This is an optimization exercise on Yosys and OpenROAD, whose aim is small area, a short achievable clock period and few clock cycles per item, not a production implementation.
In this exercise RTL edits were held to simulation tests only and were not proved equivalent to the original.
Power figures rest on the tool's default switching activity, not on a simulated workload.

==> flow/design.v <==
module zemu_rom (
    input  wire [5:0] addr,
    output reg  [7:0] data
);
    always @(*) begin
        case (addr)
            6'd0: data = 8'hA5;
            6'd1: data = 8'h4D;
            6'd2: data = 8'hCA;
            6'd3: data = 8'h18;
            6'd4: data = 8'h25;
            6'd5: data = 8'h30;
            6'd6: data = 8'hBB;
            6'd7: data = 8'h1D;
            6'd8: data = 8'h6D;
            6'd9: data = 8'h13;
            6'd10: data = 8'h2C;
            6'd11: data = 8'hDE;
            6'd12: data = 8'hD6;
            6'd13: data = 8'h23;
            6'd14: data = 8'h7B;
            6'd15: data = 8'h2E;
            6'd16: data = 8'hD9;
            6'd17: data = 8'h1E;
            6'd18: data = 8'h3F;
            6'd19: data = 8'h72;
            6'd20: data = 8'h1F;
            6'd21: data = 8'hCB;
            6'd22: data = 8'h19;
            6'd23: data = 8'h71;
            6'd24: data = 8'h17;
            6'd25: data = 8'h44;
            6'd26: data = 8'h94;
            6'd27: data = 8'hD6;
            6'd28: data = 8'h49;
            6'd29: data = 8'h3C;
            6'd30: data = 8'h9D;
            6'd31: data = 8'h5C;
            6'd32: data = 8'h34;
            6'd33: data = 8'h60;
            6'd34: data = 8'hBE;
            6'd35: data = 8'h31;
            6'd36: data = 8'h20;
            6'd37: data = 8'h1E;
            6'd38: data = 8'h69;
            6'd39: data = 8'hFE;
            6'd40: data = 8'hDA;
            6'd41: data = 8'hA0;
            6'd42: data = 8'hEE;
            6'd43: data = 8'hE8;
            6'd44: data = 8'hB9;
            6'd45: data = 8'h99;
            6'd46: data = 8'h7F;
            6'd47: data = 8'h5C;
            6'd48: data = 8'h7C;
            6'd49: data = 8'h29;
            6'd50: data = 8'h99;
            6'd51: data = 8'hFD;
            6'd52: data = 8'hAF;
            6'd53: data = 8'hE5;
            6'd54: data = 8'h93;
            6'd55: data = 8'h25;
            6'd56: data = 8'h3C;
            6'd57: data = 8'hD6;
            6'd58: data = 8'h54;
            6'd59: data = 8'hAF;
            6'd60: data = 8'h4D;
            6'd61: data = 8'hFA;
            6'd62: data = 8'hD7;
            6'd63: data = 8'h14;
            default: data = 8'h00;
        endcase
    end
endmodule
module zemu_ring (
    input  wire       clk,
    input  wire       rst,
    input  wire       push,
    input  wire [7:0] push_data,
    input  wire       pop,
    output wire [7:0] head,
    output wire       empty
);
    reg [127:0] mem;
    reg [3:0]   wr;
    reg [3:0]   rd;
    reg         full;
    wire [3:0] wr_next = wr + 1'b1;
    wire [3:0] rd_next = rd + 1'b1;
    assign empty = (wr == rd) && !full;
    zemu_andor #(.N(16)) u_rd (.sel(16'd1 << rd), .d(mem), .q(head));
    genvar g;
    generate
        for (g = 0; g < 16; g = g + 1) begin : row
            always @(posedge clk)
                if (push && wr == g)
                    mem[g*8 +: 8] <= push_data;
        end
    endgenerate
    always @(posedge clk) begin
        if (rst) begin
            wr   <= 4'd0;
            rd   <= 4'd0;
            full <= 1'b0;
        end else if (push) begin
            wr <= wr_next;
            if (full)
                rd <= rd_next;
            else
                full <= (wr_next == rd);
        end else if (pop && !empty) begin
            rd   <= rd_next;
            full <= 1'b0;
        end
    end
endmodule
module zemu_andor #(
    parameter N = 8
) (
    input  wire [N-1:0]   sel,
    input  wire [N*8-1:0] d,
    output reg  [7:0]     q
);
    integer i;
    always @(*) begin
        q = 8'h00;
        for (i = 0; i < N; i = i + 1)
            q = q | (d[i*8 +: 8] & {8{sel[i]}});
    end
endmodule
module zemu_andor2 #(
    parameter NA = 8,
    parameter NB = 8
) (
    input  wire [NA-1:0]     sa,
    input  wire [NB-1:0]     sb,
    input  wire [NA*NB*8-1:0] d,
    output reg  [7:0]        q
);
    reg [7:0] grp;
    integer i, j;
    always @(*) begin
        q = 8'h00;
        for (j = 0; j < NB; j = j + 1) begin
            grp = 8'h00;
            for (i = 0; i < NA; i = i + 1)
                grp = grp | (d[(j*NA+i)*8 +: 8] & {8{sa[i]}});
            q = q | (grp & {8{sb[j]}});
        end
    end
endmodule
module zemu_serial (
    input  wire       clk,
    input  wire       rst,
    input  wire       cpu_rd_in,      
    input  wire       cpu_wr_out,     
    input  wire [7:0] wdata,
    output wire [7:0] in_data,        
    output wire       td_ready,       
    input  wire       host_put,
    input  wire       host_get,
    output wire [7:0] get_data,       
    output wire       get_empty
);
    wire [7:0] td_head;
    wire       td_empty;
    wire [7:0] fd_head;
    wire       fd_empty;
    zemu_ring u_to_device (
        .clk(clk), .rst(rst),
        .push(host_put), .push_data(wdata),
        .pop(cpu_rd_in),
        .head(td_head), .empty(td_empty)
    );
    zemu_ring u_from_device (
        .clk(clk), .rst(rst),
        .push(cpu_wr_out), .push_data(wdata),
        .pop(host_get),
        .head(fd_head), .empty(fd_empty)
    );
    assign in_data   = td_empty ? 8'h00 : td_head;
    assign td_ready  = !td_empty;
    assign get_data  = fd_empty ? 8'h00 : fd_head;
    assign get_empty = fd_empty;
endmodule
module zemu_timer (
    input  wire       clk,
    input  wire       rst,
    input  wire       wr_count,
    input  wire       wr_control,
    input  wire       batch,         
    input  wire [7:0] wdata,
    output wire       batch_nmi      
);
    reg [7:0] count;
    reg       running;
    wire [8:0] diff = {1'b0, count} - {1'b0, wdata};
    assign batch_nmi = running && diff[8];
    always @(posedge clk) begin
        if (rst) begin
            count   <= 8'd0;
            running <= 1'b0;
        end else begin
            if (wr_count)
                count <= wdata;
            if (wr_control)
                running <= (wdata != 8'd0);
            if (batch && running)
                count <= diff[8] ? 8'd0 : diff[7:0];
        end
    end
endmodule
module zemu_blockdrive (
    input  wire       clk,
    input  wire       rst,
    input  wire       rd_data,       
    input  wire       wr_data,       
    input  wire       wr_lba0,       
    input  wire       wr_lba1,       
    input  wire       wr_lba2,       
    input  wire       wr_lba3,       
    input  wire       wr_cmd,        
    input  wire [7:0] wdata,
    output wire [7:0] data_out,      
    output wire       rd_ok,         
    output wire       busy,          
    output wire       fault,         
    input  wire       use_state,
    input  wire       host_wr,
    input  wire [7:0] host_sector,
    input  wire [7:0] host_offset,
    output wire [7:0] host_rdata,    
    output wire       host_range_err
);
    reg         z0, z1, z2, z3;      
    reg  [1:0]  sec;                 
    reg         act;                 
    reg         wmode;               
    reg  [3:0]  off;
    reg  [1:0]  rsec;                
    reg  [15:0] saved;               
    reg  [127:0] sbuf;
    reg  [511:0] store;
    wire lba_ok      = z0 && z1 && z2 && z3;
    wire read_phase  = act && !wmode;
    wire write_phase = act && wmode;
    wire last_byte   = (off == 4'd15);
    wire rd_fault  = rd_data && !read_phase;
    wire wr_fault  = wr_data && (!write_phase || (last_byte && !lba_ok));
    wire cmd_read  = wr_cmd && (wdata == 8'h20);
    wire cmd_write = wr_cmd && (wdata == 8'h30);
    assign fault   = rd_fault || wr_fault || (cmd_read && !lba_ok);
    assign busy    = act;
    assign rd_ok   = read_phase;
    wire host_ok = (host_sector[7:2] == 6'd0) && (host_offset[7:4] == 4'd0);
    assign host_range_err = !host_ok;
    wire [5:0] haddr = {host_sector[1:0], host_offset[3:0]};
    wire [5:0] raddr = use_state ? {rsec, off} : haddr;
    wire [7:0] sa = 8'd1 << raddr[2:0];
    wire [7:0] sb = 8'd1 << raddr[5:3];
    wire [7:0] store_q;
    zemu_andor2 #(.NA(8), .NB(8)) u_store_rd (.sa(sa), .sb(sb), .d(store), .q(store_q));
    wire [7:0] sbuf_q;
    zemu_andor #(.N(16)) u_sbuf_rd (.sel(16'd1 << off), .d(sbuf), .q(sbuf_q));
    assign host_rdata = store_q;
    assign data_out   = saved[off] ? sbuf_q : store_q;
    wire host_we = host_wr && host_ok;
    wire data_we = wr_data && !wr_fault;
    wire flush   = data_we && last_byte;
    wire flush_nr = flush && !rst;
    wire [7:0] wdata_nr = rst ? 8'h00 : wdata;
    wire cow     = host_we && read_phase && (host_sector[1:0] == rsec) &&
                   !saved[host_offset[3:0]];
    wire [7:0] sbuf_d = cow ? store_q : wdata;
    genvar g;
    generate
        for (g = 0; g < 16; g = g + 1) begin : brow
            always @(posedge clk)
                if ((data_we && off == g) || (cow && host_offset[3:0] == g))
                    sbuf[g*8 +: 8] <= sbuf_d;
        end
        for (g = 0; g < 16; g = g + 1) begin : scol
            wire [7:0] d = (flush_nr && g != 15) ? sbuf[g*8 +: 8] : wdata_nr;
            genvar s;
            for (s = 0; s < 4; s = s + 1) begin : srow
                wire we = (host_we && haddr == s*16 + g) || (flush && sec == s);
                always @(posedge clk)
                    if (rst || we)
                        store[(s*16+g)*8 +: 8] <= d;
            end
        end
    endgenerate
    always @(posedge clk) begin
        if (cmd_read && lba_ok) begin
            wmode <= 1'b0;
            off   <= 4'd0;
            rsec  <= sec;
            saved <= 16'd0;
        end else begin
            if (cmd_write) begin
                wmode <= 1'b1;
                off   <= 4'd0;
            end
            if ((rd_data && read_phase) || data_we)
                off <= off + 1'b1;
            if (cow)
                saved[host_offset[3:0]] <= 1'b1;
        end
    end
    always @(posedge clk) begin
        if (rst) begin
            z0  <= 1'b1;
            z1  <= 1'b1;
            z2  <= 1'b1;
            z3  <= 1'b1;
            sec <= 2'd0;
            act <= 1'b0;
        end else begin
            if (wr_lba0) begin
                z0  <= (wdata[7:2] == 6'd0);
                sec <= wdata[1:0];
            end
            if (wr_lba1) z1 <= (wdata == 8'd0);
            if (wr_lba2) z2 <= (wdata == 8'd0);
            if (wr_lba3) z3 <= (wdata[4:0] == 5'd0);
            if ((cmd_read && lba_ok) || cmd_write)
                act <= 1'b1;
            else if (((rd_data && read_phase) || data_we) && last_byte)
                act <= 1'b0;
        end
    end
endmodule
module zemu_bus (
    input  wire        clk,
    input  wire        rst,
    input  wire        req_valid,
    output wire        req_ready,
    input  wire [3:0]  req_op,
    input  wire [15:0] req_addr,
    input  wire [7:0]  req_data,
    output reg         resp_valid,
    output reg  [7:0]  resp_data,
    output reg         resp_err
);
    localparam OP_MEM_RD   = 4'd0;
    localparam OP_MEM_WR   = 4'd1;
    localparam OP_IO_RD    = 4'd2;
    localparam OP_IO_WR    = 4'd3;
    localparam OP_CLOCK    = 4'd4;
    localparam OP_SER_PUT  = 4'd5;
    localparam OP_SER_GET  = 4'd6;
    localparam OP_BD_RBYTE = 4'd7;
    localparam OP_BD_WBYTE = 4'd8;
    localparam PORT_SER_IN    = 8'h00;
    localparam PORT_SER_OUT   = 8'h01;
    localparam PORT_SER_READY = 8'h02;
    localparam PORT_TMR_COUNT = 8'h10;
    localparam PORT_TMR_CTRL  = 8'h11;
    localparam PORT_BD_BASE   = 8'h18;
    assign req_ready = 1'b1;
    wire accept = req_valid;
    wire [7:0] port  = req_addr[7:0];
    wire       io_ok = (req_addr[15:8] == 8'h00);
    wire op_mem_rd = req_op == OP_MEM_RD;
    wire op_mem_wr = req_op == OP_MEM_WR;
    wire op_io_rd  = req_op == OP_IO_RD;
    wire op_io_wr  = req_op == OP_IO_WR;
    wire op_clock  = req_op == OP_CLOCK;
    wire op_put    = req_op == OP_SER_PUT;
    wire op_get    = req_op == OP_SER_GET;
    wire op_rbyte  = req_op == OP_BD_RBYTE;
    wire op_wbyte  = req_op == OP_BD_WBYTE;
    wire op_resv   = req_op[3] && (req_op[2:0] != 3'd0);
    wire io_rd = op_io_rd && io_ok;
    wire io_wr = op_io_wr && io_ok;
    wire is_io_rd = accept && io_rd;
    wire is_io_wr = accept && io_wr;
    wire p_ser_in  = port == PORT_SER_IN;
    wire p_ser_out = port == PORT_SER_OUT;
    wire p_ser_rdy = port == PORT_SER_READY;
    wire p_bd_data = port == PORT_BD_BASE + 8'd0;
    wire p_bd_stat = port == PORT_BD_BASE + 8'd7;
    wire rom_hit = (req_addr[15:6] == 10'h000);
    wire ram_hit = (req_addr[15:7] == 9'h100);
    wire [7:0] rom_data;
    zemu_rom u_rom (.addr(req_addr[5:0]), .data(rom_data));
    wire [7:0]  ra = 8'd1 << req_addr[2:0];
    wire [15:0] rb = 16'd1 << req_addr[6:3];
    reg  [1023:0] ram;
    wire [7:0] ram_wd = rst ? 8'h00 : req_data;
    wire       ram_we = accept && op_mem_wr && ram_hit;
    genvar g;
    generate
        for (g = 0; g < 128; g = g + 1) begin : rrow
            always @(posedge clk)
                if (rst || (ram_we && rb[g/8] && ra[g%8]))
                    ram[g*8 +: 8] <= ram_wd;
        end
    endgenerate
    wire [15:0] rbg = rb & {16{op_mem_rd && ram_hit}};
    wire [7:0] ram_q;
    zemu_andor2 #(.NA(8), .NB(16)) u_ram_rd (.sa(ra), .sb(rbg), .d(ram), .q(ram_q));
    wire [7:0] ser_in_data, ser_get_data;
    wire       ser_ready, ser_get_empty;
    zemu_serial u_serial (
        .clk(clk), .rst(rst),
        .cpu_rd_in (is_io_rd && p_ser_in),
        .cpu_wr_out(is_io_wr && p_ser_out),
        .wdata     (req_data),
        .in_data   (ser_in_data),
        .td_ready  (ser_ready),
        .host_put  (accept && op_put),
        .host_get  (accept && op_get),
        .get_data  (ser_get_data),
        .get_empty (ser_get_empty)
    );
    wire tmr_nmi;
    zemu_timer u_timer (
        .clk(clk), .rst(rst),
        .wr_count  (is_io_wr && port == PORT_TMR_COUNT),
        .wr_control(is_io_wr && port == PORT_TMR_CTRL),
        .batch     (accept && op_clock),
        .wdata     (req_data),
        .batch_nmi (tmr_nmi)
    );
    wire [7:0] bd_data, bd_host_rdata;
    wire       bd_rd_ok, bd_busy, bd_fault, bd_range_err;
    zemu_blockdrive u_bd (
        .clk(clk), .rst(rst),
        .rd_data (is_io_rd && p_bd_data),
        .wr_data (is_io_wr && p_bd_data),
        .wr_lba0 (is_io_wr && port == PORT_BD_BASE + 8'd3),
        .wr_lba1 (is_io_wr && port == PORT_BD_BASE + 8'd4),
        .wr_lba2 (is_io_wr && port == PORT_BD_BASE + 8'd5),
        .wr_lba3 (is_io_wr && port == PORT_BD_BASE + 8'd6),
        .wr_cmd  (is_io_wr && p_bd_stat),
        .wdata   (req_data),
        .data_out(bd_data),
        .rd_ok   (bd_rd_ok),
        .busy    (bd_busy),
        .fault   (bd_fault),
        .use_state(req_op[1] && !req_op[2]),
        .host_wr (accept && op_wbyte),
        .host_sector(req_addr[15:8]),
        .host_offset(req_addr[7:0]),
        .host_rdata (bd_host_rdata),
        .host_range_err(bd_range_err)
    );
    wire [7:0] rdata =
          ram_q
        | (rom_data      & {8{op_mem_rd && rom_hit}})
        | (bd_host_rdata & {8{op_rbyte && !bd_range_err}})
        | (ser_get_data  & {8{op_get}})
        | (ser_in_data   & {8{io_rd && p_ser_in}})
        | (bd_data       & {8{io_rd && p_bd_data && bd_rd_ok}})
        | {1'b0, io_rd && p_bd_stat && !bd_busy, 2'b00,
           io_rd && p_bd_stat && bd_busy, 2'b00,
           (io_rd && p_ser_rdy && ser_ready) || (op_clock && tmr_nmi)};
    wire rerr = ((op_io_rd || op_io_wr) && !io_ok)
              || (io_rd && p_bd_data && !bd_rd_ok)
              || (io_wr && bd_fault)
              || (op_get && ser_get_empty)
              || ((op_rbyte || op_wbyte) && bd_range_err)
              || op_resv;
    always @(posedge clk) begin
        resp_valid <= accept && !rst;
        resp_data  <= rdata;
        resp_err   <= rerr;
    end
endmodule
==> flow/run.sh <==
#!/bin/bash
# synth_recipe.tcl (not shown) runs the flow's synth.tcl, then flattens the netlist and writes it again
# the make line also repeats each setting of config.mk as NAME=value (left out here)
make -C /OpenROAD-flow-scripts/flow DESIGN_CONFIG=/design/flow/config.mk WORK_HOME=/design/flow/orfs CLKGATE_MAP_FILE= SYNTH_SCRIPT=/design/flow/synth_recipe.tcl finish
==> flow/config.mk <==
export PLATFORM = sky130hd
export DESIGN_NAME = zemu_bus
export DESIGN_NICKNAME = zemu_bus
export VERILOG_FILES = /design/flow/design.v
export SDC_FILE = /design/flow/constraint.sdc
export NUM_CORES = 4
export LEC_CHECK = 0
export CAP_MARGIN = 20
export CORE_MARGIN = 2
export CORE_UTILIZATION = 40
export SETUP_SLACK_MARGIN = 4.5
export SLEW_MARGIN = 20
==> flow/constraint.sdc <==
create_clock -name core_clock -period 8.0 [get_ports {clk}]
set_input_delay 1.6000 -clock core_clock [delete_from_list [all_inputs] [get_ports {clk}]]
set_output_delay 1.6000 -clock core_clock [all_outputs]
set_load 0.01 [all_outputs]
==> results_dict.tcl, run 1 <==
set metrics [dict create \
    hpwl_um 173000 \
    drive_above_1_share_pct 28.6 \
    track_usage_pct 27.8 \
    p_int_mw 18.3 \
    place.gp.congestion 0.979 \
    synth_edf_count 1922 \
    synth_top_flop_cell "edfxtp_1" \
    grt_remaining_overflow 0 \
    critPathLaunchType "input pin" \
    multi_input_area_um2 23800 \
    syn_to_final_growth_pct 29.0 \
    p_clk_share_pct 39.8 \
    slew_headroom_pct 16.1 \
    synth_top_area_cell "edfxtp_1" \
    routed_wl_um 291000 \
    seqPwrFrac_pct 51.5 \
    final_common_cell "edfxtp_1" \
    ys_ff_latch 1987 \
    rsz0062_at_grt "true" \
    nets 5634 \
    drtAntennaViolNets 0 \
    hold_ws_ns 0.491 \
    synthArstFlopShare_pct 0 \
    fill_cells 15700 \
    globalRouteMet1Util_pct 37.0 \
    dp.cells 7519 \
    grt-busiest-layer "met2" \
    ys_seq_area_share_pct 74.8 \
    synth_area_leaders "edfxtp_1 73%, a222oi_1 4.7%, nand2_1 2.2%, dfxtp_1 1.6%, a21o_1 1.6%" \
    die_height_um 448 \
    worstPathArrival_ns 5.13 \
    antenna_found_initial 8 \
    drc 0 \
    setup_viol 0 \
    grt_pass1_wl_um 397000 \
    vias 54700 \
    critical_path.max_fanout 5 \
    fp.dieW_um 448 \
    cts_sinks 1987 \
    cts_hold_buffers 0 \
    worst_skew_pair.late_latency_ns 0.86 \
    num_io_pins 42 \
    status "timing/DRC/antenna clean" \
    clockBufferDepth 3 \
    cts_tree "yes" \
    setup_tns_ns 0 \
    synth_top_area_share_pct 73.1 \
    hp-class "flip-flop to flip-flop" \
    syn_area_per_cell_um2 15.7 \
    layout.area.seq_um2 59000 \
    p_comb_share_pct 8.7 \
    finalCriticalPeriod_ns 4.45 \
    drv_cap 0 \
    worstSetupEndpointType "flip-flop" \
    io_buffers 40 \
    gr-usage-met3_pct 7.04 \
    synthCells 5039 \
    peakVddDrop_mv 0.217 \
    yosysWarnings 8 \
    clk_pin_slew_ns 0.06 \
    synth_area_um2 78900 \
    drv_slew 0 \
    core_area_um2 197000 \
    synth.net_count 5117 \
    clock_skew_ns 0.0331 \
    drtIter0Drc 9681 \
    grt_max_degree 115 \
    use_met2_pct 42.9 \
    initial_utilization_pct 40.1 \
    worst_pin_slew_ns 1.25 \
    fmax_mhz 225 \
    cts-root-buf "clkbuf_16" \
    htreeDepth 4 \
    wl_per_cell_um 34.8 \
    fin_cells 8363 \
    cts_buffers 196 \
    dr.pass1.iters 13 \
    std_cell_rows 163 \
    die_area_um2 201000 \
    p_sw_mw 5.62 \
    power.density_nw_per_um2 235 \
    layout_common_cells "1922 x edfxtp_1, 373 x a222oi_1, 310 x buf_4, 300 x nand2_1, 207 x clkbuf_16" \
    grt_pass1_vias 51200 \
    worstPathRequired_ns 8.69 \
    fin_crit_sh_pct 55.6 \
    final_hold_viol_count 0 \
    p_leak_nw 34.8 \
    avgViaCountPerCell 6.54 \
    switching_share_pct 23.5 \
    synth_cell_types 93 \
    path_class "input pin to flip-flop" \
]
-- final timing paths --
kind | start | end | slack [ns] | depth (start not counted)
worst min register to register | u_timer.count[0]$_SDFFE_PP0P_ | u_timer.count[0]$_SDFFE_PP0P_ | 0.49 | 2
worst max register to register | u_bd.off[1]$_SDFFE_PP0P_ | resp_data[0]$_DFF_P_ | 3.96 | 10
worst max-delay path | req_addr[0] | resp_data[1]$_DFF_P_ | 3.55 | 14
worst min-delay path | u_timer.count[0]$_SDFFE_PP0P_ | u_timer.count[0]$_SDFFE_PP0P_ | 0.49 | 2
-- cell usage after synthesis (all sizes together) (6+ instances only) --
library cell	instances
o2111ai	12
nor4	38
nand2b	20
dfxtp	65
nor2	167
a21o	164
nor3	64
a21boi	15
nand3b	6
a221o	19
a31oi	60
nand3	69
a32o	25
a22oi	79
mux4	16
xor2	12
a32oi	12
edfxtp	1922
nor2b	25
ha	46
o22ai	57
a2111oi	7
xnor2	20
nand4	32
mux2i	51
and3	13
or4	11
inv	44
a22o	52
and2	13
clkbuf	266
a311oi	6
buf	110
a21oi	161
a31o	6
a211oi	30
a221oi	122
o21ai	212
mux2	67
nand2	461
o211ai	17
a222oi	373
-- layer usage --
metal	wire length, µm	up-vias
li1	-	22000
met1	106000	27700
met2	131000	4182
met3	36600	857
met4	17500	4
met5	39	-
-- flip-flops by register name, indices dropped and copies added (netlist names), 2 cells and up --
register                    count
u_serial.u_from_device.wr       4
u_serial.u_to_device.wr         4
u_serial.u_from_device.rd       4
u_serial.u_from_device.mem    128
u_bd.rsec                       2
ram                          1024
u_bd.sbuf                     128
resp_data                       8
u_bd.sec                        2
u_bd.off                        4
u_timer.count                   8
u_serial.u_to_device.mem      128
u_serial.u_to_device.rd         4
u_bd.store                    512
u_bd.saved                     16
-- power by group through the flow --
stage | combinational [mW] | sequential [mW] | clock (mW)
after floorplan | 0.888 | 12.4 | 0
after global placement | 1.52 | 12.5 | 0
after detailed placement | 1.52 | 12.5 | 0
after CTS | 1.85 | 12.3 | 9.55
after global routing | 2.12 | 12.4 | 9.96
final | 2.08 | 12.3 | 9.52
-- worst max-delay path, stage by stage --
cell and delay (ns):
buf_12 0.12, buf_12 0.13, ha_4 0.17, buf_12 0.15, buf_6 0.12, buf_16 0.14
a222oi_1 0.33, nand2_1 0.12, a222oi_1 0.96, o22ai_1 0.20, or4_4 0.51, nor3_4 0.30
buf_4 0.17, o211ai_1 0.08
-- cells by family (layout without fill, tap and decap cells) --
group                    count (synthesis)  in the layout  share of synthesized area (%)
other                                    1              3                        0.00475
flip-flops                            1987           1987                           74.8
adder cells (fa/ha/maj)                 47             47                          0.755
AND/OR/NAND/NOR                        949            957                           5.56
buffers and inverters                  424           1094                           2.14
XOR/XNOR                                32             32                          0.355
AO/OA/AOI/OAI                         1465           1469                           14.3
multiplexers                           134            134                           2.08
-- what timing repair did --
item / in CTS / in global routing
buffers inserted: 278 / 161
setup endpoints to repair: 3004 / 2144
gates cloned: 29 / 11
resized for setup: 559 / 314
pin swaps: 224 / 180
-- per-stage QoR --
stage	utilization, %	area, µm²	power (mW)	worst slack, ns
2_1_floorplan	-	82200	13.3	3.69
3_5_place_dp	43.3	85200	14.0	1.13
4_1_cts	49.9	98000	23.7	3.68
5_1_grt	51.8	102000	24.4	3.55
6_report	51.8	102000	23.9	3.55
3_3_place_gp	43.3	85200	14.0	1.10
-- final cells by class --
| class | instances | area share, % |
|---|---|---|
| flip-flops and latches | 1987 | 58.0 |
| multi-input cells | 2640 | 23.4 |
| repair buffers | 682 | 8.65 |
| clock buffers | 239 | 5.04 |
| well taps | 2640 | 3.25 |
| clock inverters | 124 | 1.41 |
| inverters | 48 | 0.241 |
| repair inverters | 1 | 0.0160 |
| diodes | 2 | 0.00492 |
Testbench counts, summed over its fixed seeds: cycles 48,008, items 48,000.
==> run 2: changes to the inputs <==
--- a/flow/design.v
+++ b/flow/design.v
@@ -227,3 +227,2 @@
     output wire       fault,         
-    input  wire       use_state,
     input  wire       host_wr,
@@ -239,4 +238,2 @@
     reg  [3:0]  off;
-    reg  [1:0]  rsec;                
-    reg  [15:0] saved;               
     reg  [127:0] sbuf;
@@ -257,5 +254,4 @@
     wire [5:0] haddr = {host_sector[1:0], host_offset[3:0]};
-    wire [5:0] raddr = use_state ? {rsec, off} : haddr;
-    wire [7:0] sa = 8'd1 << raddr[2:0];
-    wire [7:0] sb = 8'd1 << raddr[5:3];
+    wire [7:0] sa = 8'd1 << haddr[2:0];
+    wire [7:0] sb = 8'd1 << haddr[5:3];
     wire [7:0] store_q;
@@ -265,11 +261,9 @@
     assign host_rdata = store_q;
-    assign data_out   = saved[off] ? sbuf_q : store_q;
-    wire host_we = host_wr && host_ok;
-    wire data_we = wr_data && !wr_fault;
-    wire flush   = data_we && last_byte;
+    assign data_out   = sbuf_q;
+    wire host_we  = host_wr && host_ok;
+    wire data_we  = wr_data && !wr_fault;
+    wire flush    = data_we && last_byte;
     wire flush_nr = flush && !rst;
     wire [7:0] wdata_nr = rst ? 8'h00 : wdata;
-    wire cow     = host_we && read_phase && (host_sector[1:0] == rsec) &&
-                   !saved[host_offset[3:0]];
-    wire [7:0] sbuf_d = cow ? store_q : wdata;
+    wire load     = cmd_read && lba_ok;
     genvar g;
@@ -277,5 +271,6 @@
         for (g = 0; g < 16; g = g + 1) begin : brow
+            wire [7:0] ld = store[(sec*16+g)*8 +: 8];
             always @(posedge clk)
-                if ((data_we && off == g) || (cow && host_offset[3:0] == g))
-                    sbuf[g*8 +: 8] <= sbuf_d;
+                if (load || (data_we && off == g))
+                    sbuf[g*8 +: 8] <= load ? ld : wdata;
         end
@@ -293,7 +288,5 @@
     always @(posedge clk) begin
-        if (cmd_read && lba_ok) begin
+        if (load) begin
             wmode <= 1'b0;
             off   <= 4'd0;
-            rsec  <= sec;
-            saved <= 16'd0;
         end else begin
@@ -305,4 +298,2 @@
                 off <= off + 1'b1;
-            if (cow)
-                saved[host_offset[3:0]] <= 1'b1;
         end
@@ -325,3 +316,3 @@
             if (wr_lba3) z3 <= (wdata[4:0] == 5'd0);
-            if ((cmd_read && lba_ok) || cmd_write)
+            if (load || cmd_write)
                 act <= 1'b1;
@@ -341,3 +332,3 @@
     output reg         resp_valid,
-    output reg  [7:0]  resp_data,
+    output wire [7:0]  resp_data,
     output reg         resp_err
@@ -441,3 +432,2 @@
         .fault   (bd_fault),
-        .use_state(req_op[1] && !req_op[2]),
         .host_wr (accept && op_wbyte),
@@ -448,6 +438,5 @@
     );
-    wire [7:0] rdata =
-          ram_q
-        | (rom_data      & {8{op_mem_rd && rom_hit}})
-        | (bd_host_rdata & {8{op_rbyte && !bd_range_err}})
+    wire [7:0] sto_d = bd_host_rdata & {8{op_rbyte && !bd_range_err}};
+    wire [7:0] oth_d =
+          (rom_data      & {8{op_mem_rd && rom_hit}})
         | (ser_get_data  & {8{op_get}})
@@ -464,6 +453,10 @@
               || op_resv;
+    reg [7:0] ram_r, sto_r, oth_r;
+    assign resp_data = ram_r | sto_r | oth_r;
     always @(posedge clk) begin
         resp_valid <= accept && !rst;
-        resp_data  <= rdata;
         resp_err   <= rerr;
+        ram_r      <= ram_q;
+        sto_r      <= sto_d;
+        oth_r      <= oth_d;
     end
--- a/flow/config.mk
+++ b/flow/config.mk
@@ -9,3 +9,3 @@
 export CORE_MARGIN = 2
-export CORE_UTILIZATION = 40
+export CORE_UTILIZATION = 45
 export SETUP_SLACK_MARGIN = 4.5
==> results_dict.tcl, run 2 <==
set metrics [dict create \
    synthCells 5242 \
    finalCriticalPeriod_ns 3.62 \
    synth_top_area_cell "edfxtp_1" \
    status "timing/DRC/antenna clean" \
    synth_top_flop_cell "edfxtp_1" \
    die_area_um2 187000 \
    largest_registers "ram x1024, u_bd.store x512" \
    drive_above_1_share_pct 23.4 \
    place.gp.congestion 1.00 \
    p_clk_share_pct 40.7 \
    std_cell_rows 157 \
    synth.net_count 5316 \
    fp.dieW_um 432 \
    hold_ws_ns 0.495 \
    yosysWarnings 8 \
    whs_endpoint "u_bd.z2$_SDFFE_PP1P_" \
    rrSetupSlack_ns 4.47 \
    p_total_mw 23.7 \
    cts-root-buf "clkbuf_16" \
    cts_tree "yes" \
    worstSetupEndpointType "flip-flop" \
    syn_to_final_growth_pct 18.0 \
    synth_area_um2 82400 \
    worst_pin_slew_ns 1.21 \
    path_class "input pin to flip-flop" \
    track_usage_pct 31.9 \
    vias 55300 \
    clk_pin_slew_ns 0.07 \
    p_int_mw 18.1 \
    fin_util_pct 53.3 \
    wl_per_cell_um 38.6 \
    core_area_um2 182000 \
    cp_slowest_cell "mux4_2" \
    regMostFlops "ram" \
    layout_common_cells "1920 x edfxtp_1, 466 x a22oi_1, 337 x nand2_1, 210 x clkbuf_16, 153 x buf_4" \
    nets 5425 \
    grt_pass1_wl_um 417000 \
    clockBufferDepth 3 \
    p_leak_nw 32.1 \
    setup_tns_ns 0 \
    final_hold_viol_count 0 \
    fin_crit_sh_pct 45.3 \
    worst_skew_pair.late_latency_ns 0.88 \
    critPathLaunchType "input pin" \
    synth_edf_count 1920 \
    worstPathRequired_ns 8.72 \
    dr.pass1.iters 9 \
    drv_slew 0 \
    htreeDepth 4 \
    initial_utilization_pct 45.2 \
    p_comb_share_pct 6.8 \
    avgViaCountPerCell 6.99 \
    drtIter0Drc 9834 \
    synth_common_cells "1920 x edfxtp_1, 468 x a22oi_1, 379 x nand2_1" \
    hpwl_um 185000 \
    hold_path_depth 2 \
    worstSetupStartpoint "req_addr[1]" \
    crit_chain "buf_12 > clkinvlp_4 > ha_4 > buf_12 > and2_4 > buf_16 > buf_12 > a222oi_1 > nand3_1 > mux4_2 > nor2_2 > a311oi_1" \
    critical_path.max_fanout 8 \
    switching_share_pct 23.8 \
    antenna_found_initial 17 \
    drc 0 \
    die_height_um 432 \
    cpMostUsedCell "buf_12" \
    largest_reg_flops 1024 \
    p_sw_mw 5.65 \
    ys_ff_latch 1985 \
    slew_headroom_pct 19.0 \
    rsz0062_at_grt "true" \
    ys_seq_area_share_pct 71.5 \
    syn_area_per_cell_um2 15.7 \
    hp-start "u_bd.z2$_SDFFE_PP1P_" \
    seqPwrFrac_pct 52.4 \
    peakVddDrop_mv 0.207 \
    synth_area_leaders "edfxtp_1 70%, a22oi_1 4.3%, mux4_2 3.8%, a21o_1 1.9%, nand2_1 1.7%" \
    setup_viol 0 \
    grt_max_degree 97 \
    synthArstFlopShare_pct 0 \
    grt_remaining_overflow 0 \
    hp-class "flip-flop to flip-flop" \
    synth_most_common_cell "edfxtp_1" \
    num_io_pins 42 \
    clock_skew_ns 0.0549 \
    grt_pass1_vias 51300 \
    power.density_nw_per_um2 244 \
    synth_top_area_share_pct 70.0 \
    fmax_mhz 276 \
    worstPathArrival_ns 4.34 \
    routed_wl_um 305000 \
    synth_cell_types 81 \
    slowest_delay_ns 0.55 \
    r2r_cells 8 \
    r2r-end "oth_r[5]$_DFF_P_" \
    cts_sinks 1985 \
    r2r_start "u_bd.off[2]$_SDFFE_PP0P_" \
    cts_buffers 203 \
    drtAntennaViolNets 0 \
    final_common_cell "edfxtp_1" \
    io_buffers 40 \
    drv_cap 0 \
]
==> run 2: changes by cell type after synthesis, moves of 43 or more <==
cell,change
a222oi_1,-271
a21oi_1,-73
a21o_1,+43
nand2_1,-82
mux4_2,+124
o22ai_1,-44
a22oi_1,+389
o21ai_0,-54
o21bai_1,+63
==> run 2: cells by family (layout without fill, tap and decap cells) <==
family	Yosys count	count (layout)	synth area share [%]
DFF	1985	1985	71.5
AOI/OAI and AO/OA	1580	1580	14.4
and+or+nand+nor	865	877	4.97
buffers and inverters	455	727	2.39
muxes	285	285	5.75
adders and majority gates	43	43	0.662
xor gates and xnor gates	28	28	0.298
other	1	7	0.00455
==> run 2: per-layer routing <==
layer	share of wire (%)	global-route usage [%]	vias up
li1	-	-	21900
met1	37	43.8	28400
met2	44	47.3	4187
met3	13	8.32	835
met4	5.7	15.5	18
met5	0.038	0	-
==> run 2: timing repair <==
item | CTS | global route
hold buffers | 0 | 0
setup endpoints to repair | 3237 | 1678
gates resized for setup | 330 | 67
setup buffers | 88 | 22
gates cloned | 19 | 8
endpoints found under the hold margin | 0 | 0
pin swaps | 56 | 26
==> run 2: worst max path at each step <==
stage / endpoint / depth (start not counted)
2_1_floorplan: ram_r[2]$_DFF_P_ / 11
3_3_place_gp: ram_r[4]$_DFF_P_ / 10
3_5_place_dp: ram_r[4]$_DFF_P_ / 10
4_1_cts: ram_r[4]$_DFF_P_ / 10
5_1_grt: oth_r[3]$_DFF_P_ / 6
6_report: sto_r[1]$_DFF_P_ / 12
==> run 2: worst max-delay path, delay by kind of cell <==
family / cells / cell delay [ns]
adders and majority gates: 1 / 0.22
AOI/OAI and AO/OA: 2 / 0.52
and+or+nand+nor: 3 / 0.70
muxes: 1 / 0.55
buffers and inverters: 5 / 0.71
==> run 2: metrics by stage <==
step	instances	worst slack, ns	area, µm²
6_report	7917	4.38	97300
5_1_grt	7912	4.39	97300
4_1_cts	7880	4.48	96700
3_5_place_dp	7393	1.92	87400
3_3_place_gp	7393	1.73	87400
2_1_floorplan	5242	4.32	85000
==> run 2: power groups by stage <==
stage | combinational (mW) | sequential [mW] | clock, mW
floorplan | 0.851 | 12.5 | 0
global placement | 1.44 | 12.6 | 0
detailed placement | 1.44 | 12.6 | 0
CTS | 1.56 | 12.4 | 9.68
global route | 1.67 | 12.5 | 10.1
finish | 1.62 | 12.4 | 9.66
==> run 2: final cells by class <==
class | instances | area [µm²]
fill | 14400 | 85200
sequential | 1985 | 59000
multi-input combinational | 2814 | 24800
clock buffer | 251 | 5330
timing repair buffer | 302 | 3610
tap | 2385 | 2980
clock inverter | 129 | 1370
inverter | 44 | 200
antenna | 6 | 15.0
timing repair inverter | 1 | 8.76
Testbench counts of run 2, summed over its fixed seeds: cycles 48,008, items 48,000.
==> run 3: changes to the inputs <==
--- a/flow/design.v
+++ b/flow/design.v
@@ -382,2 +382,4 @@
     wire       ram_we = accept && op_mem_wr && ram_hit;
+    wire [15:0] rbw = (rb & {16{ram_we}}) | {16{rst}};
+    wire [7:0]  raw = ra | {8{rst}};
     genvar g;
@@ -386,3 +388,3 @@
             always @(posedge clk)
-                if (rst || (ram_we && rb[g/8] && ra[g%8]))
+                if (rbw[g/8] && raw[g%8])
                     ram[g*8 +: 8] <= ram_wd;
--- a/flow/config.mk
+++ b/flow/config.mk
@@ -12 +12,2 @@
 export SLEW_MARGIN = 20
+export TNS_END_PERCENT = 10
==> results_dict.tcl, run 3 <==
set metrics [dict create \
    finalCriticalPeriod_ns 3.96 \
    clock_skew_ns 0.0241 \
    worst_skew_pair.late_latency_ns 0.85 \
    worst_pin_slew_ns 1.18 \
    synth_edf_count 1920 \
    gr-usage-met3_pct 8.20 \
    drtIter0Drc 9619 \
    synth_most_common_cell "edfxtp_1" \
    fin_util_pct 53.4 \
    track_usage_pct 30.9 \
    p_leak_nw 31.1 \
    cpMostUsedCell "a31oi_1" \
    final_common_cell "edfxtp_1" \
    synth_area_um2 81900 \
    ys_ff_latch 1985 \
    io_buffers 40 \
    slowest_delay_ns 0.70 \
    critPathBufInv 3 \
    status "timing/DRC/antenna clean" \
    critPathLaunchType "input pin" \
    synthCells 5252 \
    vias 54700 \
    synth_common_cells "1920 x edfxtp_1, 459 x nand2_1, 428 x a22oi_1" \
    synth.net_count 5326 \
    initial_utilization_pct 45.3 \
    routed_wl_um 293000 \
    use_met2_pct 46.7 \
    synth_area_leaders "edfxtp_1 70%, a22oi_1 3.9%, mux4_2 3.8%, nand2_1 2.1%, mux2_2 1.8%" \
    regMostFlops "ram" \
    clockBufferDepth 3 \
    path_class "input pin to flip-flop" \
    layout_common_cells "1920 x edfxtp_1, 427 x a22oi_1, 385 x nand2_1, 202 x clkbuf_16, 184 x buf_4" \
    synth_cell_types 80 \
    power.density_nw_per_um2 241 \
    cp_slowest_cell "o31ai_1" \
    cts_hold_buffers 0 \
    antenna_found_initial 12 \
    dr.pass1.iters 9 \
    post-place-ws_ns 1.74 \
    setup_viol 0 \
    fmax_mhz 253 \
    fin_ws_ns 4.04 \
    ys_seq_area_share_pct 72.0 \
    syn_to_final_growth_pct 17.8 \
    largest_reg_flops 1024 \
    std_cell_rows 156 \
    final_hold_viol_count 0 \
    peakVddDrop_mv 0.207 \
    synthArstFlopShare_pct 0 \
    crit_chain "buf_2 > buf_4 > clkinv_2 > nand2_1 > a31oi_1 > o31ai_1 > a31oi_1" \
    cts_tree "yes" \
    grt_pass1_wl_um 405000 \
    drc 0 \
    syn_area_per_cell_um2 15.6 \
    p_total_mw 23.2 \
    wl_per_cell_um 37.0 \
    path_delay_family "buffers and inverters" \
    grt_remaining_overflow 0 \
    place.gp.congestion 0.965 \
    num_io_pins 42 \
    worstPathRequired_ns 8.70 \
    cts_sinks 1985 \
    worstSetupEndpointType "flip-flop" \
    avgViaCountPerCell 6.90 \
    cts-root-buf "clkbuf_16" \
    fill_cells 14400 \
    die_area_um2 185000 \
    rrSetupSlack_ns 4.49 \
    drv_slew 0 \
    grt_max_degree 117 \
    hpwl_um 171000 \
    hold_ws_ns 0.467 \
    worstPathArrival_ns 4.66 \
    core_area_um2 181000 \
    setup_tns_ns 0 \
    rsz0062_at_grt "true" \
    hp-class "flip-flop to flip-flop" \
    fp.dieW_um 431 \
    cts_buffers 196 \
    largest_registers "ram x1024, u_bd.store x512" \
    slew_headroom_pct 21.0 \
    drtAntennaViolNets 0 \
    drive_above_1_share_pct 23.5 \
    grt-busiest-layer "met2" \
    nets 5452 \
    fin_crit_sh_pct 49.5 \
    synth_top_flop_cell "edfxtp_1" \
    htreeDepth 4 \
    clk_pin_slew_ns 0.07 \
    drv_cap 0 \
    yosysWarnings 8 \
    globalRouteMet1Util_pct 41.0 \
    synth_top_area_share_pct 70.4 \
    grt_pass1_vias 51900 \
    die_height_um 431 \
    critical_path.max_fanout 28 \
    synth_top_area_cell "edfxtp_1" \
]
[run 3: final cells by class]
cell class                      instances  area, µm²  area share [%]
Antenna cell                            7       17.5          0.0182
Clock buffer                          252       5280            5.47
Clock inverter                        112       1070            1.11
Inverter                               41        178           0.184
Multi-Input combinational cell       2839      24400            25.3
Sequential cell                      1985      59000            61.1
Tap cell                             2370       2970            3.07
Timing Repair Buffer                  315       3580            3.71
[run 3: logic make-up (layout without fill, tap and decap cells)]
kind of cell    after synthesis  count (layout)  share of synthesized area (%)
compound gates             1382            1382                           12.9
xor+xnor                     30              30                          0.321
fa+ha+maj                    43              43                          0.666
buf+inv                     440             720                           2.14
flops                      1985            1985                           72.0
mux                         312             312                           6.13
other cells                   1               8                        0.00458
simple gates               1059            1071                           5.82
[run 3: layer usage]
layer	wire length [µm]	up-vias
li1	-	21800
met4	18700	6
met1	108000	27900
met2	131000	4136
met3	35300	910
met5	34	-
[run 3: per-stage QoR]
| stage | instance area [µm²] | cells |
|---|---|---|
| after floorplan | 83100 | 5252 |
| after global placement | 86000 | 7387 |
| after detailed placement | 86100 | 7390 |
| after CTS | 96000 | 7894 |
| after global routing | 96400 | 7917 |
| final | 96500 | 7921 |
[run 3: what timing repair did]
item | 4_1_cts | 5_1_grt
gates resized for setup | 452 | 68
setup endpoints to repair | 3021 | 2401
pin swaps | 60 | 18
buffers inserted | 119 | 17
cloned | 21 | 3
[run 3: path summary, 6_finish.rpt]
kind	from	end	depth (start not counted)
setup / recovery	req_addr[8]	sto_r[4]$_DFF_P_	7
hold / removal	u_bd.z0$_SDFFE_PP1P_	u_bd.z0$_SDFFE_PP1P_	1
setup reg to reg	u_bd.off[2]$_SDFFE_PP0P_	oth_r[2]$_DFF_P_	8
hold reg to reg	u_bd.z0$_SDFFE_PP1P_	u_bd.z0$_SDFFE_PP1P_	1
[run 3: power by group]
group | internal, mW | switching [mW] | total [mW]
Clock | 5.19 | 4.04 | 9.23
Sequential | 12.1 | 0.261 | 12.4
Combinational | 0.495 | 1.14 | 1.64
Total | 17.8 | 5.45 | 23.2
Testbench counts of run 3, summed over its fixed seeds: cycles 48,008, items 48,000.
==> run 4: changes to the inputs <==
--- a/flow/design.v
+++ b/flow/design.v
@@ -90,3 +90,5 @@
     assign empty = (wr == rd) && !full;
-    zemu_andor #(.N(16)) u_rd (.sel(16'd1 << rd), .d(mem), .q(head));
+    wire [15:0] rd_sel;
+    zemu_dec #(.W(4)) u_rd_dec (.x(rd), .y(rd_sel));
+    zemu_andor #(.N(16)) u_rd (.sel(rd_sel), .d(mem), .q(head));
     genvar g;
@@ -151,2 +153,15 @@
 endmodule
+module zemu_dec #(
+    parameter W = 3
+) (
+    input  wire [W-1:0]      x,
+    output wire [(1<<W)-1:0] y
+);
+    genvar i;
+    generate
+        for (i = 0; i < (1 << W); i = i + 1) begin : d
+            assign y[i] = (x == i);
+        end
+    endgenerate
+endmodule
 module zemu_serial (
@@ -254,4 +269,5 @@
     wire [5:0] haddr = {host_sector[1:0], host_offset[3:0]};
-    wire [7:0] sa = 8'd1 << haddr[2:0];
-    wire [7:0] sb = 8'd1 << haddr[5:3];
+    wire [7:0] sa, sb;
+    zemu_dec #(.W(3)) u_sa (.x(haddr[2:0]), .y(sa));
+    zemu_dec #(.W(3)) u_sb (.x(haddr[5:3]), .y(sb));
     wire [7:0] store_q;
@@ -259,3 +275,5 @@
     wire [7:0] sbuf_q;
-    zemu_andor #(.N(16)) u_sbuf_rd (.sel(16'd1 << off), .d(sbuf), .q(sbuf_q));
+    wire [15:0] off_sel;
+    zemu_dec #(.W(4)) u_off_dec (.x(off), .y(off_sel));
+    zemu_andor #(.N(16)) u_sbuf_rd (.sel(off_sel), .d(sbuf), .q(sbuf_q));
     assign host_rdata = store_q;
@@ -377,4 +395,6 @@
     zemu_rom u_rom (.addr(req_addr[5:0]), .data(rom_data));
-    wire [7:0]  ra = 8'd1 << req_addr[2:0];
-    wire [15:0] rb = 16'd1 << req_addr[6:3];
+    wire [7:0]  ra;
+    wire [15:0] rb;
+    zemu_dec #(.W(3)) u_ra (.x(req_addr[2:0]), .y(ra));
+    zemu_dec #(.W(4)) u_rb (.x(req_addr[6:3]), .y(rb));
     reg  [1023:0] ram;
--- a/flow/config.mk
+++ b/flow/config.mk
@@ -10,4 +10,5 @@
 export CORE_UTILIZATION = 45
+export CTS_CLUSTER_DIAMETER = 80
+export CTS_CLUSTER_SIZE = 20
 export SETUP_SLACK_MARGIN = 4.5
 export SLEW_MARGIN = 20
-export TNS_END_PERCENT = 10
==> results_dict.tcl, run 4 <==
set metrics [dict create \
    status "timing/DRC/antenna clean" \
    multi_input_area_um2 24200 \
    fill_cells 14100 \
    std_cell_rows 156 \
    drv_cap 0 \
    critical_path.max_fanout 29 \
    synth_top_area_share_pct 70.8 \
    hold_path_depth 2 \
    antenna_found_initial 12 \
    layout_common_cells "1920 x edfxtp_1, 491 x a22oi_1, 342 x nand2_1, 278 x buf_4, 199 x buf_12" \
    cts_sinks 1985 \
    final_area_um2 97100 \
    routed_wl_um 290000 \
    worstPathArrival_ns 4.33 \
    drc 0 \
    synth_top_flop_cell "edfxtp_1" \
    worst_skew_pair.late_latency_ns 0.83 \
    p_clk_share_pct 30.9 \
    clk_pin_slew_ns 0.09 \
    clock_skew_ns 0.0587 \
    drtIter0Drc 9430 \
    p_comb_share_pct 9.0 \
    p_leak_nw 31.0 \
    synthCells 5168 \
    synth_common_cells "1920 x edfxtp_1, 492 x a22oi_1, 360 x nand2_1" \
    r2r_start "u_bd.off[1]$_SDFFE_PP0P_" \
    grt_max_degree 109 \
    rrSetupSlack_ns 4.30 \
    yosysWarnings 8 \
    regMostFlops "ram" \
    synth_most_common_cell "edfxtp_1" \
    fmax_mhz 270 \
    p_total_mw 20.5 \
    r2r-end "oth_r[4]$_DFF_P_" \
    fin_util_pct 53.9 \
    grt_pass1_vias 51800 \
    cts_buffers 117 \
    die_height_um 429 \
    synth_top_area_cell "edfxtp_1" \
    fin_crit_sh_pct 46.2 \
    path_class "flip-flop to flip-flop" \
    synth_edf_count 1920 \
    worst_pin_slew_ns 1.35 \
    finalCriticalPeriod_ns 3.70 \
    fin_ws_ns 4.30 \
    cts-root-buf "clkbuf_16" \
    p_int_mw 15.6 \
    layout.area.seq_um2 59000 \
    drtAntennaViolNets 0 \
    slew_headroom_pct 10.3 \
    track_usage_pct 30.6 \
    dr.pass1.iters 9 \
    power.density_nw_per_um2 212 \
    ys_seq_area_share_pct 72.4 \
    io_buffers 40 \
    wl_per_cell_um 36.7 \
    fin_cells 7912 \
    hold_ws_ns 0.496 \
    critPathLaunchType "flip-flop" \
    avgViaCountPerCell 6.90 \
    largest_reg_flops 1024 \
    peakVddDrop_mv 0.229 \
    seqPwrFrac_pct 60.1 \
    htreeDepth 3 \
    die_area_um2 184000 \
    worstPathRequired_ns 8.63 \
    syn_area_per_cell_um2 15.8 \
    grt_pass1_wl_um 403000 \
    synth.net_count 5236 \
    core_area_um2 180000 \
    rsz0062_at_grt "true" \
    whs_endpoint "u_timer.running$_SDFFE_PP0P_" \
    synth_area_leaders "edfxtp_1 71%, a22oi_1 4.5%, mux4_2 4.1%, nand2_1 1.7%, dfxtp_1 1.6%" \
    synth_cell_types 86 \
    vias 54600 \
    num_io_pins 42 \
    clockBufferDepth 3 \
    final_common_cell "edfxtp_1" \
    dp.cells 7318 \
    ys_ff_latch 1985 \
    synth_area_um2 81500 \
    fp.dieW_um 429 \
    p_sw_mw 4.94 \
    drive_above_1_share_pct 25.3 \
    nets 5523 \
    grt_remaining_overflow 0 \
    hp-start "u_timer.running$_SDFFE_PP0P_" \
    hp-class "flip-flop to flip-flop" \
    initial_utilization_pct 45.2 \
    placed_area_um2 87000 \
    hpwl_um 171000 \
    worstSetupEndpointType "flip-flop" \
    cts_tree "yes" \
    synthArstFlopShare_pct 0 \
    post-place-ws_ns 1.74 \
    setup_viol 0 \
    switching_share_pct 24.0 \
    syn_to_final_growth_pct 19.3 \
    place.gp.congestion 0.925 \
    drv_slew 0 \
    setup_tns_ns 0 \
    final_hold_viol_count 0 \
    r2r_cells 8 \
    largest_registers "ram x1024, u_bd.store x512" \
]
## run 4: changes by cell type after synthesis, sizes merged, moves of 20 or more
cell,delta
o21ai,+111
nand2,-99
a22oi,+65
buf,+53
clkbuf,-50
mux2,-50
nor2,-24
mux2i,-20
nand4,+20
o2111ai,-20
## run 4: routing by layer
metal	vias up	routed length (µm)	GRT usage (%)
li1	21800	-	-
met3	785	33300	6.28
met5	-	69	0
met4	10	18000	15.7
met1	28000	107000	41.4
met2	3955	132000	47.1
## run 4: kinds of logic (layout without fill, tap and decap cells)
group,after synthesis,count (layout),share of synthesized area (%)
and+or+nand+nor,950,958,5.46
adders and majority gates,37,37,0.578
xor gates and xnor gates,27,27,0.290
other,1,3,0.00460
DFF,1985,1985,72.4
AOI/OAI and AO/OA,1476,1476,13.5
buffers and inverters,439,803,2.24
muxes,253,253,5.53
## run 4: worst max-delay path: stages, from the launching register on
cell	delay [ns]
dfxtp_1	0.47
inv_1	0.12
ha_1	0.35
buf_6	0.32
a222oi_1	1.10
mux4_2	0.46
o21ai_1	0.18
a22oi_2	0.32
o211ai_1	0.19
## run 4: worst max-delay path by stage
stage / from / endpoint / depth (start not counted)
2_1_floorplan: req_addr[8] / ram[408]$_DFFE_PP_ / 7
3_3_place_gp: req_addr[0] / ram_r[5]$_DFF_P_ / 10
3_5_place_dp: req_addr[1] / u_bd.off[3]$_SDFFE_PP0P_ / 9
4_1_cts: req_op[2] / u_bd.sbuf[119]$_DFFE_PP_ / 8
5_1_grt: req_op[3] / u_serial.u_to_device.mem[94]$_DFFE_PP_ / 7
6_report: u_bd.off[1]$_SDFFE_PP0P_ / oth_r[4]$_DFF_P_ / 8
## run 4: power groups by stage
stage | sequential, mW | clock, mW | combinational (mW)
6_report | 12.3 | 6.35 | 1.85
5_1_grt | 12.4 | 6.74 | 1.90
4_1_cts | 12.3 | 6.40 | 1.75
3_5_place_dp | 12.6 | 0 | 1.48
3_3_place_gp | 12.6 | 0 | 1.47
2_1_floorplan | 12.5 | 0 | 0.915
## run 4: timing repair
item / CTS / global route
pin swaps: 207 / 51
resized for setup: 259 / 87
hold buffers: 0 / 0
buffers inserted: 335 / 35
cloned: 12 / 5
endpoints found under the setup margin: 3113 / 2525
## run 4: layout make-up
class                      count  share of cell area, %
antenna                        2                0.00515
multi-input combinational   2752                   24.9
inverter                      37                  0.209
tap                         2370                   3.05
clock inverter                33                  0.429
timing repair buffer         562                   7.40
sequential                  1985                   60.7
clock buffer                 171                   3.23
Testbench counts of run 4, summed over its fixed seeds: cycles 48,008, items 48,000.
==> run 5: changes to the inputs <==
--- a/flow/config.mk
+++ b/flow/config.mk
@@ -10,5 +10,5 @@
 export CORE_UTILIZATION = 45
-export CTS_CLUSTER_DIAMETER = 80
-export CTS_CLUSTER_SIZE = 20
-export SETUP_SLACK_MARGIN = 4.5
+export CTS_CLUSTER_DIAMETER = 90
+export CTS_CLUSTER_SIZE = 24
+export SETUP_SLACK_MARGIN = 4.3
 export SLEW_MARGIN = 20
==> results_dict.tcl, run 5 <==
set metrics [dict create \
    placed_area_um2 86800 \
    rrSetupSlack_ns 4.39 \
    drtAntennaViolNets 0 \
    hpwl_um 171000 \
    setup_viol 0 \
    grt_pass1_vias 51600 \
    status "timing/DRC/antenna clean" \
    io_buffers 40 \
    routed_wl_um 290000 \
    num_io_pins 42 \
    fin_cells 7849 \
    p_clk_share_pct 29.0 \
    drv_slew 0 \
    worstSetupEndpointType "flip-flop" \
    drive_above_1_share_pct 24.6 \
    drc 0 \
    cts_sinks 1985 \
    rsz0062_at_grt "true" \
    critPathLaunchType "input pin" \
    synth_top_area_share_pct 70.8 \
    yosysWarnings 8 \
    drv_cap 0 \
    use_met2_pct 46.8 \
    multi_input_area_um2 24400 \
    final_hold_viol_count 0 \
    avgViaCountPerCell 6.99 \
    std_cell_rows 156 \
    die_area_um2 184000 \
    synthCells 5168 \
    cts_tree "yes" \
    synth_top_flop_cell "edfxtp_1" \
    r2r-end "oth_r[2]$_DFF_P_" \
    fin_crit_sh_pct 47.8 \
    grt_max_degree 129 \
    place.gp.congestion 0.952 \
    critical_path.max_fanout 18 \
    power.density_nw_per_um2 208 \
    r2r_start "u_bd.off[0]$_SDFFE_PP0P_" \
    hp-class "flip-flop to flip-flop" \
    synth_edf_count 1920 \
    htreeDepth 3 \
    syn_area_per_cell_um2 15.8 \
    path_class "input pin to flip-flop" \
    fill_cells 14300 \
    initial_utilization_pct 45.2 \
    layout_common_cells "1920 x edfxtp_1, 492 x a22oi_1, 344 x nand2_1, 270 x buf_4, 180 x buf_12" \
    final_area_um2 96100 \
    fin_util_pct 53.3 \
    synthArstFlopShare_pct 0 \
    synth_common_cells "1920 x edfxtp_1, 492 x a22oi_1, 360 x nand2_1" \
    dr.pass1.iters 10 \
    fp.dieW_um 429 \
    synth_area_leaders "edfxtp_1 71%, a22oi_1 4.5%, mux4_2 4.1%, nand2_1 1.7%, dfxtp_1 1.6%" \
    die_height_um 429 \
    whs_endpoint "u_timer.running$_SDFFE_PP0P_" \
    slew_headroom_pct 27.4 \
    worstPathArrival_ns 4.22 \
    grt-busiest-layer "met2" \
    wl_per_cell_um 37.0 \
    cts-root-buf "clkbuf_16" \
    r2r_cells 9 \
    fmax_mhz 261 \
    clock_skew_ns 0.0421 \
    setup_tns_ns 0 \
    hp-start "u_timer.running$_SDFFE_PP0P_" \
    p_comb_share_pct 9.2 \
    regMostFlops "ram" \
    ys_ff_latch 1985 \
    clockBufferDepth 3 \
    p_int_mw 15.2 \
    gr-usage-met3_pct 7.20 \
    synth.net_count 5236 \
    hold_path_depth 2 \
    drtIter0Drc 9474 \
    track_usage_pct 30.5 \
    synth_top_area_cell "edfxtp_1" \
    largest_registers "ram x1024, u_bd.store x512" \
    grt_pass1_wl_um 401000 \
    globalRouteMet1Util_pct 41.0 \
    largest_reg_flops 1024 \
    layout.area.seq_um2 59000 \
    nets 5468 \
    final_common_cell "edfxtp_1" \
    peakVddDrop_mv 0.203 \
    worst_pin_slew_ns 1.09 \
    p_leak_nw 30.4 \
    cts_buffers 97 \
    ys_seq_area_share_pct 72.4 \
    synth_most_common_cell "edfxtp_1" \
    clk_pin_slew_ns 0.09 \
    switching_share_pct 24.1 \
    p_sw_mw 4.81 \
    cts_hold_buffers 0 \
    dp.cells 7328 \
    finalCriticalPeriod_ns 3.82 \
    worst_skew_pair.late_latency_ns 0.77 \
    core_area_um2 180000 \
    syn_to_final_growth_pct 17.9 \
    hold_ws_ns 0.483 \
    grt_remaining_overflow 0 \
    worstPathRequired_ns 8.40 \
    synth_area_um2 81500 \
    antenna_found_initial 13 \
    seqPwrFrac_pct 61.9 \
    vias 54800 \
    synth_cell_types 86 \
]
run 5: cell counts after synthesis:
Identical to the previous run, type by type.
run 5: worst max path at each step:
stage / end / start / slack, ns
after floorplan: ram[408]$_DFFE_PP_ / req_addr[8] / 4.04
after global placement: u_bd.sbuf[46]$_DFFE_PP_ / req_addr[1] / 1.91
after detailed placement: u_bd.sbuf[46]$_DFFE_PP_ / req_addr[1] / 1.91
after CTS: u_bd.sbuf[29]$_DFFE_PP_ / req_data[2] / 4.28
after global routing: u_serial.u_to_device.mem[43]$_DFFE_PP_ / req_op[3] / 4.27
final: u_bd.store[174]$_DFFE_PP_ / req_addr[1] / 4.18
run 5: layer usage:
metal  routed length (µm)  part of all wire [%]
met1               106000                    36
met2               130000                    45
met3                36200                    12
met4                18400                   6.3
met5                   15                0.0052
run 5: worst max-delay path, cell delays in order:
cell	delay, ns
buf_4	0.19
inv_2	0.16
ha_4	0.32
and2_4	0.38
buf_4	0.35
buf_4	0.35
nand2_4	0.15
o21ai_4	0.65
run 5: stage by stage:
step,power (mW),worst slack (ns)
2_1_floorplan,13.4,4.04
3_3_place_gp,14.0,1.91
3_5_place_dp,14.1,1.91
4_1_cts,19.9,4.28
5_1_grt,20.4,4.27
6_report,20.0,4.18
run 5: cell families after synthesis:
family / after synthesis / share of synthesized area (%)
AOI/OAI and AO/OA: 1476 / 13.5
buffers and inverters: 439 / 2.24
xor gates and xnor gates: 27 / 0.290
adders and majority gates: 37 / 0.578
muxes: 253 / 5.53
and+or+nand+nor: 950 / 5.46
DFF: 1985 / 72.4
other: 1 / 0.00460
run 5: power by group through the flow:
stage / clock, mW / combinational [mW] / sequential (mW)
2_1_floorplan: 0 / 0.891 / 12.5
3_3_place_gp: 0 / 1.47 / 12.6
3_5_place_dp: 0 / 1.48 / 12.6
4_1_cts: 5.81 / 1.75 / 12.3
5_1_grt: 6.15 / 1.88 / 12.4
6_report: 5.79 / 1.83 / 12.4
run 5: cell type report:
cell class	count	area share, %
clock buffer	154	2.77
inverter	37	0.156
tap	2370	3.09
antenna	4	0.0104
timing repair buffer	526	6.88
multi-input combinational	2753	25.4
sequential	1985	61.4
clock inverter	20	0.287
run 5: what timing repair did:
item / in CTS / in global routing
gates cloned: 11 / 3
pin swaps: 202 / 19
setup endpoints to repair: 2851 / 2340
setup buffers: 310 / 19
gates resized for setup: 280 / 63
==> run 6: changes to the inputs <==
--- a/flow/design.v
+++ b/flow/design.v
@@ -274,8 +274,4 @@
     zemu_andor2 #(.NA(8), .NB(8)) u_store_rd (.sa(sa), .sb(sb), .d(store), .q(store_q));
-    wire [7:0] sbuf_q;
-    wire [15:0] off_sel;
-    zemu_dec #(.W(4)) u_off_dec (.x(off), .y(off_sel));
-    zemu_andor #(.N(16)) u_sbuf_rd (.sel(off_sel), .d(sbuf), .q(sbuf_q));
     assign host_rdata = store_q;
-    assign data_out   = sbuf_q;
+    assign data_out   = sbuf[7:0];
     wire host_we  = host_wr && host_ok;
@@ -286,2 +282,3 @@
     wire load     = cmd_read && lba_ok;
+    wire shift    = (rd_data && read_phase) || data_we;
     genvar g;
@@ -290,8 +287,19 @@
             wire [7:0] ld = store[(sec*16+g)*8 +: 8];
+            wire [7:0] sh;
+            if (g == 15) begin : top
+                assign sh = wdata;
+            end else begin : mid
+                assign sh = sbuf[(g+1)*8 +: 8];
+            end
             always @(posedge clk)
-                if (load || (data_we && off == g))
-                    sbuf[g*8 +: 8] <= load ? ld : wdata;
+                if (load || shift)
+                    sbuf[g*8 +: 8] <= load ? ld : sh;
         end
         for (g = 0; g < 16; g = g + 1) begin : scol
-            wire [7:0] d = (flush_nr && g != 15) ? sbuf[g*8 +: 8] : wdata_nr;
+            wire [7:0] d;
+            if (g == 15) begin : last
+                assign d = wdata_nr;
+            end else begin : buffered
+                assign d = flush_nr ? sbuf[(g+1)*8 +: 8] : wdata_nr;
+            end
             genvar s;
--- a/flow/config.mk
+++ b/flow/config.mk
@@ -10,5 +10,5 @@
 export CORE_UTILIZATION = 45
-export CTS_CLUSTER_DIAMETER = 90
-export CTS_CLUSTER_SIZE = 24
-export SETUP_SLACK_MARGIN = 4.3
+export CTS_CLUSTER_DIAMETER = 85
+export CTS_CLUSTER_SIZE = 22
+export SETUP_SLACK_MARGIN = 4.5
 export SLEW_MARGIN = 20
==> results_dict.tcl, run 6 <==
set metrics [dict create \
    status "timing/DRC/antenna clean" \
    final_common_cell "edfxtp_1" \
    synth_top_area_share_pct 71.2 \
    drtAntennaViolNets 0 \
    synthAdderAreaFrac_pct 0.534 \
    vias 51600 \
    largest_reg_flops 1024 \
    synth-compound-area-share_pct 12.3 \
    synth_top_area_cell "edfxtp_1" \
    die_area_um2 183000 \
    hpwl_um 154000 \
    critical_path.max_fanout 12 \
    cts_buffers 108 \
    final_hold_viol_count 0 \
    drtIter0Drc 8129 \
    cts_tree "yes" \
    final_area_um2 95400 \
    seqPwrFrac_pct 61.0 \
    worstPathRequired_ns 8.55 \
    initial_utilization_pct 45.4 \
    avgViaCountPerCell 6.80 \
    die_height_um 428 \
    dr.pass1.iters 7 \
    clock_skew_ns 0.0467 \
    regMostFlops "ram" \
    synth_common_cells "1920 x edfxtp_1, 514 x a22oi_1, 269 x nor2_1" \
    grt_pass1_wl_um 379000 \
    synth_cell_types 83 \
    synthCells 4883 \
    slowest_delay_ns 0.42 \
    grt_remaining_overflow 0 \
    p_leak_nw 30.2 \
    switching_share_pct 23.9 \
    core_area_um2 179000 \
    nets 5211 \
    muxShareOfSynthArea_pct 7.39 \
    cp_slowest_cell "nor4_4" \
    cpMostUsedCell "buf_4" \
    grt_pass1_vias 49200 \
    hp-class "flip-flop to flip-flop" \
    clk_pin_slew_ns 0.09 \
    synth-simple-area-share_pct 4.50 \
    yosysWarnings 8 \
    p_comb_share_pct 8.7 \
    p_sw_mw 4.83 \
    synth_area_um2 81000 \
    syn_area_per_cell_um2 16.6 \
    htreeDepth 3 \
    setup_tns_ns 0 \
    path_class "input pin to flip-flop" \
    worst_pin_slew_ns 1.12 \
    p_clk_share_pct 30.4 \
    worstPathArrival_ns 4.18 \
    synth_most_common_cell "edfxtp_1" \
    ys_ff_latch 1985 \
    io_buffers 40 \
    syn_to_final_growth_pct 17.8 \
    fmax_mhz 276 \
    place.gp.congestion 0.910 \
    std_cell_rows 155 \
    drv_slew 0 \
    drive_above_1_share_pct 27.0 \
    crit_chain "buf_6 > inv_4 > ha_4 > nor2b_4 > buf_4 > buf_4 > a22o_1 > a221oi_1 > a31oi_1 > nor4_4 > nand4_1" \
    cts_sinks 1985 \
    worstSetupEndpointType "flip-flop" \
    setup_viol 0 \
    p_int_mw 15.4 \
    power.density_nw_per_um2 212 \
    fin_crit_sh_pct 45.3 \
    synthXorXnorAreaFrac_pct 0.281 \
    slew_headroom_pct 24.3 \
    wl_per_cell_um 36.2 \
    synth_edf_count 1920 \
    antenna_found_initial 10 \
    track_usage_pct 28.8 \
    cts-root-buf "clkbuf_16" \
    cts_hold_buffers 0 \
    synth_area_leaders "edfxtp_1 71%, a22oi_1 4.8%, mux4_2 4.2%, mux2_2 2.9%, dfxtp_1 1.6%" \
    synth_top_flop_cell "edfxtp_1" \
    ys_seq_area_share_pct 72.8 \
    synth.net_count 4948 \
    largest_registers "ram x1024, u_bd.store x512" \
    grt_max_degree 117 \
    finalCriticalPeriod_ns 3.62 \
    rsz0062_at_grt "true" \
    drc 0 \
    synthArstFlopShare_pct 0 \
    peakVddDrop_mv 0.231 \
    critPathLaunchType "input pin" \
    routed_wl_um 275000 \
    worst_skew_pair.late_latency_ns 0.79 \
    synth_top_family_by_area "compound AO/OA/AOI/OAI gates" \
    clockBufferDepth 3 \
    fp.dieW_um 428 \
    placed_area_um2 86000 \
    drv_cap 0 \
    layout_common_cells "1920 x edfxtp_1, 514 x a22oi_1, 230 x buf_4, 210 x mux2_2, 163 x nor2_4" \
    num_io_pins 42 \
]
run 6: cell types whose count changed after synthesis, moves of 29 or more:
cell / previous run / this run
nand2_1: 360 / 113
o21ai_0: 136 / 61
mux2_2: 79 / 211
a22o_1: 114 / 57
clkbuf_1: 250 / 203
o21ai_1: 24 / 53
run 6: logic make-up after synthesis:
group,Yosys count
XOR/XNOR,26
AND/OR/NAND/NOR,718
multiplexers,384
other,1
AO/OA/AOI/OAI,1339
buffers and inverters,396
adder cells (fa/ha/maj),34
flip-flops,1985
run 6: area by class of cell:
class | instances | area [µm²]
fillers | 14000 | 83200
flip-flops and latches | 1985 | 59000
multi-input cells | 2521 | 23500
repair buffers | 490 | 6440
clock buffers | 164 | 3010
well taps | 2355 | 2950
clock inverters | 26 | 305
inverters | 40 | 179
diodes | 4 | 10.0
run 6: through the flow:
step / hold slack, ns / worst slack [ns] / std cells / utilization [%] / power (mW)
4_1_cts: 0.514 / 4.47 / 7541 / 53.0 / 20.2
6_report: 0.515 / 4.38 / 7585 / 53.4 / 20.2
2_1_floorplan: 0.431 / 4.01 / 4883 / - / 13.3
3_5_place_dp: 0.492 / 1.81 / 7044 / 48.1 / 14.0
5_1_grt: 0.541 / 4.39 / 7583 / 53.4 / 20.7
3_3_place_gp: 0.472 / 1.59 / 7043 / 48.1 / 14.0
run 6: power groups by stage:
stage / combinational (mW) / sequential [mW] / clock (mW)
2_1_floorplan: 0.885 / 12.5 / 0
3_3_place_gp: 1.41 / 12.5 / 0
3_5_place_dp: 1.42 / 12.6 / 0
4_1_cts: 1.67 / 12.3 / 6.19
5_1_grt: 1.81 / 12.4 / 6.52
6_report: 1.76 / 12.3 / 6.14
run 6: path summary, 6_finish.rpt:
kind | from | end | slack, ns | depth (start not counted)
worst max register to register | u_bd.sec[1]$_SDFFE_PP0P_ | u_bd.sbuf[7]$_DFFE_PP_ | 4.60 | 4
worst min-delay path | u_bd.off[1]$_SDFFE_PP0P_ | u_bd.off[1]$_SDFFE_PP0P_ | 0.52 | 2
worst min register to register | u_bd.off[1]$_SDFFE_PP0P_ | u_bd.off[1]$_SDFFE_PP0P_ | 0.52 | 2
worst max-delay path | req_addr[0] | ram_r[1]$_DFF_P_ | 4.38 | 11
run 6: per-layer routing:
metal  track usage [%]  routed length, µm  vias up
met4              11.9              13600        6
met1              40.0             104000    26700
li1                  -                  -    20800
met2              44.7             126000     3469
met5                 0                 41        -
met3              5.79              30500      636
run 6: critical path: cells and delay by family:
kind / cells / cell delay [ns]
AO/OA/AOI/OAI: 3 / 0.69
adder cells (fa/ha/maj): 1 / 0.21
AND/OR/NAND/NOR: 3 / 0.92
buffers and inverters: 4 / 0.72
run 6: timing repair:
item / in CTS / in global routing
gates resized for setup: 316 / 70
cloned: 33 / 8
setup buffers: 274 / 32
endpoints found under the setup margin: 2838 / 1860
pin swaps: 162 / 53
Testbench counts of run 6, summed over its fixed seeds: cycles 48,008, items 48,000.

Re-timed with assumed drivers on the ports (clkbuf_16 on the clock, buf_2 on other inputs), run 6 has 4.341 ns of setup slack against 4.376 ns with ideal ports, and 3.489 ns once port delays also move by the mid clock arrival of 0.852 ns.
